From an optimization exercise on the open Yosys and OpenROAD flow, aimed at small area, a short achievable clock period and few clock cycles; shortcuts taken in it are not production practice. Where RTL was checked, it was by simulation tests only, not by an equivalence proof against the original.

## the previous run
// krobots_alu
module krobots_alu (
    input  wire        clk,
    input  wire        rst,
    input  wire        in_valid,
    output wire        in_ready,
    input  wire [5:0]  in_op,
    input  wire [15:0] in_a,
    input  wire [15:0] in_b,
    input  wire [15:0] in_flags,
    output reg         out_valid,
    output reg  [15:0] out_result,
    output reg  [1:0]  out_dest,
    output reg         out_taken,
    output reg         out_fault
);
Size in the first run: about 2000 cells after synthesis, ~86 flip-flops, about 79 I/O pins, roughly 0.015 mm² of cells after synthesis.
Settings: LEC_CHECK=0, CAP_MARGIN=20, CORE_MARGIN=2, CORE_UTILIZATION=40, SLEW_MARGIN=20; clock period 42.0 ns.
standard.sh (not shown) runs the stock make flow with config.mk's settings and CLKGATE_MAP_FILE= SYNTH_SCRIPT=/design/flow/synth_recipe.tcl, a recipe that flattens the netlist after the stock synthesis.
==> flow/flow/run.sh <==
#!/bin/bash
# Standard layout, with repair_timing asked to leave setup slack of at least
# MARGIN ns at the design's clock period (so it sizes the critical paths),
# small plain buffers on the ports, and synthesis's buffers removed before
# placement (repair_design buffers what needs it).
set -euo pipefail
MARGIN=32.6
bash standard.sh SETUP_SLACK_MARGIN=$MARGIN \
  "BUFFER_PORTS_ARGS=-buffer_cell sky130_fd_sc_hd__buf_1" \
  GPL_TIMING_DRIVEN=0 REMOVE_ABC_BUFFERS=1 CORE_UTILIZATION=60 finish > standard_make.log 2>&1
Setup changes, the previous run to the current run
diff --git a/flow/design.v b/flow/design.v
--- a/flow/design.v
+++ b/flow/design.v
@@ -15,33 +15,32 @@
 );
     localparam OP_ADD  = 6'd1,  OP_SUB  = 6'd2,  OP_OR   = 6'd3,  OP_AND  = 6'd4;
     localparam OP_XOR  = 6'd5,  OP_NOT  = 6'd6,  OP_MPY  = 6'd7,  OP_DIV  = 6'd8;
     localparam OP_MOD  = 6'd9,  OP_JMP  = 6'd12, OP_JLS  = 6'd13, OP_JGR  = 6'd14;
     localparam OP_JNE  = 6'd15, OP_JEQ  = 6'd16, OP_DO   = 6'd18, OP_LOOP = 6'd19;
     localparam OP_CMP  = 6'd20, OP_TEST = 6'd21, OP_MOV  = 6'd22, OP_INC  = 6'd33;
     localparam OP_DEC  = 6'd34, OP_SHL  = 6'd35, OP_SHR  = 6'd36, OP_ROL  = 6'd37;
     localparam OP_ROR  = 6'd38, OP_JZ   = 6'd39, OP_JNZ  = 6'd40, OP_JAE  = 6'd41;
     localparam OP_JBE  = 6'd42, OP_SAL  = 6'd43, OP_SAR  = 6'd44, OP_NEG  = 6'd45;
     localparam DEST_NONE = 2'd0, DEST_A = 2'd1, DEST_FLAGS = 2'd2, DEST_CX = 2'd3;
     reg         rdy;
-    reg         rdy_o;      
     reg         s_v;
     reg  [5:0]  s_op;
     reg  [15:0] s_a, s_b, s_f;
     reg         dv;         
     reg         fx;         
     reg  [2:0]  dcnt;       
     reg         d_mod;      
     reg         d_neg;      
     reg         d_cd;       
-    assign in_ready = rdy_o;
+    assign in_ready = rdy;
     wire acc      = in_valid & rdy;
     wire in_isdiv = (in_op[5:1] == 5'b00100);
     wire [5:0] o = s_op;
     wire op_add  = (o == OP_ADD);
     wire op_sub  = (o == OP_SUB);
     wire op_or   = (o == OP_OR);
     wire op_and  = (o == OP_AND);
     wire op_xor  = (o == OP_XOR);
     wire op_not  = (o == OP_NOT);
     wire op_mpy  = (o == OP_MPY);
     wire op_div  = (o[5:1] == 5'b00100);
@@ -114,23 +113,23 @@
     wire        keep_n  = ~setup & ~op_shl;
     wire        fill    = op_sar & s_a[15];
     wire [15:0] sh_out;
     genvar g;
     generate
         for (g = 0; g < 16; g = g + 1) begin : g_sh
             assign sh_out[g] = (thr[g] ? keep_t : keep_n) ? rot[g] : fill;
         end
     endgenerate
     wire [15:0] norm_r = rot & ~thr;                       
     wire [16:0] yd = {1'b1, s_b};
-    wire [16:0] t1 = {s_f, s_a[15]};
+    wire [16:0] t1 = {out_result, s_a[15]};
     wire [17:0] d1 = {1'b0, t1} + {1'b0, yd} + {17'd0, d_cd};
     wire        q1 = d1[17];
     wire [15:0] r1 = q1 ? d1[15:0] : t1[15:0];
     wire [16:0] t2 = {r1, s_a[14]};
     wire [17:0] d2 = {1'b0, t2} + {1'b0, yd} + {17'd0, d_cd};
     wire        q2 = d2[17];
     wire [15:0] r2 = q2 ? d2[15:0] : t2[15:0];
     wire [15:0] xq = {s_a[13:0], q1, q2};
     wire [15:0] dres = d_mod ? r2 : xq;
     wire        last = (dcnt == 3'd0);
     wire cmp_e = sum_z;
@@ -161,34 +160,34 @@
         endcase
     end
     wire use_sum  = op_add | op_sub | op_inc | op_dec | op_neg | op_not | op_loop | op_mpy;
     wire use_lu   = op_or | op_and | op_xor | op_mov | op_do;
     wire use_flg  = op_cmp | op_test;
     wire dest_a   = use_sum & ~op_loop | op_or | op_and | op_xor | op_mov | op_sh;
     wire dest_cx  = op_do | op_loop;
     wire [1:0] dest = use_flg ? DEST_FLAGS : {dest_cx, dest_a | dest_cx};
     wire sel_sum = fx | (alu & ~setup & use_sum);
     reg [15:0] res_o;
     always @(*) begin
-        if (dv)           res_o = dres;
-        else if (setup)   res_o = (o[0] & ~bzero) ? a : 16'd0;
+        if (dv)           res_o = last ? dres : r2;
+        else if (setup)   res_o = bzero ? 16'd0 : (qzero ? (o[0] ? a : 16'd0) : norm_r);
         else if (use_lu)  res_o = lu;
         else if (use_flg) res_o = {s_f[15:4], flg};
         else if (op_sh)   res_o = sh_out;
         else              res_o = 16'd0;
     end
     wire rdy_base = dv ? (last | ((dcnt == 3'd1) & ~d_neg)) :
                     (bzero | qzero | ((m == 3'd0) & ~(o[0] ? s_a[15] : (s_a[15] ^ s_b[15]))));
     always @(posedge clk) begin
         s_op <= in_op;
-        s_f  <= rdy ? in_flags : (dv ? r2 : norm_r);
+        s_f  <= in_flags;
         s_a  <= rdy ? in_a : (dv ? ((last & d_neg) ? dres : xq) : sh_out);
         if (rdy)
             s_b <= in_b;
         else if (setup)
             s_b <= s_b ^ {16{~s_b[15]}};
         if (setup) begin
             d_mod <= o[0];
             d_neg <= o[0] ? s_a[15] : (s_a[15] ^ s_b[15]);
             d_cd  <= ~s_b[15];
             dcnt  <= m;
         end else begin
@@ -197,24 +196,23 @@
         out_result <= sel_sum ? sum : res_o;
         out_taken <= 1'b0;
         out_fault <= 1'b0;
         out_dest  <= DEST_A;
         if (setup) begin
             out_dest   <= bzero ? DEST_NONE : DEST_A;
             out_fault  <= bzero;
         end else if (alu) begin
             out_dest   <= dest;
             out_taken  <= taken;
         end
-        rdy   <= rst | (rdy ? ~(in_valid & in_isdiv) : rdy_base);
-        rdy_o <= rst | (rdy_o ? ~(in_valid & in_isdiv) : rdy_base);
+        rdy <= rst | (rdy ? ~(in_valid & in_isdiv) : rdy_base);
         if (rst) begin
             s_v       <= 1'b0;
             dv        <= 1'b0;
             fx        <= 1'b0;
             out_valid <= 1'b0;
         end else begin
             s_v <= acc;
             fx  <= dv & last & d_neg;
             if (dv) begin
                 dv        <= ~last;
                 out_valid <= last & ~d_neg;
Notes after the runs:
The current run vs the previous run: adder-cell area share of the yosys netlist up in the current run. On fraction of area in multi-input gates: the current run sits above the previous run. On non-clock buffer count: between the current run and the previous run, it ends up lower for the current run. Total placed instance area, the current run and the previous run: smaller value in the current run. From the previous run to the current run the numbers moved as follows: final period utilization held; clock-pin slew of the registers on the worst-case setup and hold paths went up 0.02 ns; core utilization rose 0.44 points; area of the die now smaller; number of iterations in the first detailed-routing pass has increased. Register share of the cell area of the previous run is on par with the current run. The previous run ended up with input port to register as its type of the worst setup path; the current run ended up with register to primary output.
Testbench counts of the current run, summed over its fixed seeds: cycles 36,227.
Only the layout flow was run in the previous run; the RTL was not checked for function there.

==> separate check: timing with driven ports <==
The flow's constraints put no driver on any port. The routed layouts listed below were extracted and timed again, unchanged, in two steps. Step 1 sets driving cells, clkbuf_16 on the clock port and buf_2 on the other inputs (assumed; they add their load-dependent delay and slew). Step 2, shift: input delay + t, output delay - t, t = (earliest + latest rising clock arrival at the registers) / 2. This alone moves slack from input paths to output paths. Three values: no drivers, after step 1, after step 2; two values: the first two.
run | t, ns | setup slack, ns | latest minus earliest clock arrival (ns)
the previous run | 0.415 | 32.636 / 32.659 / 32.244 | 0.010 / 0.010
the current run | 0.413 | 32.647 / 32.598 / 32.484 | 0.024 / 0.024
After both steps setup and hold are still met in every run listed. The setup slack of the previous run, which loses most, moves by +0.023 ns with the drivers and by -0.392 ns with both steps.
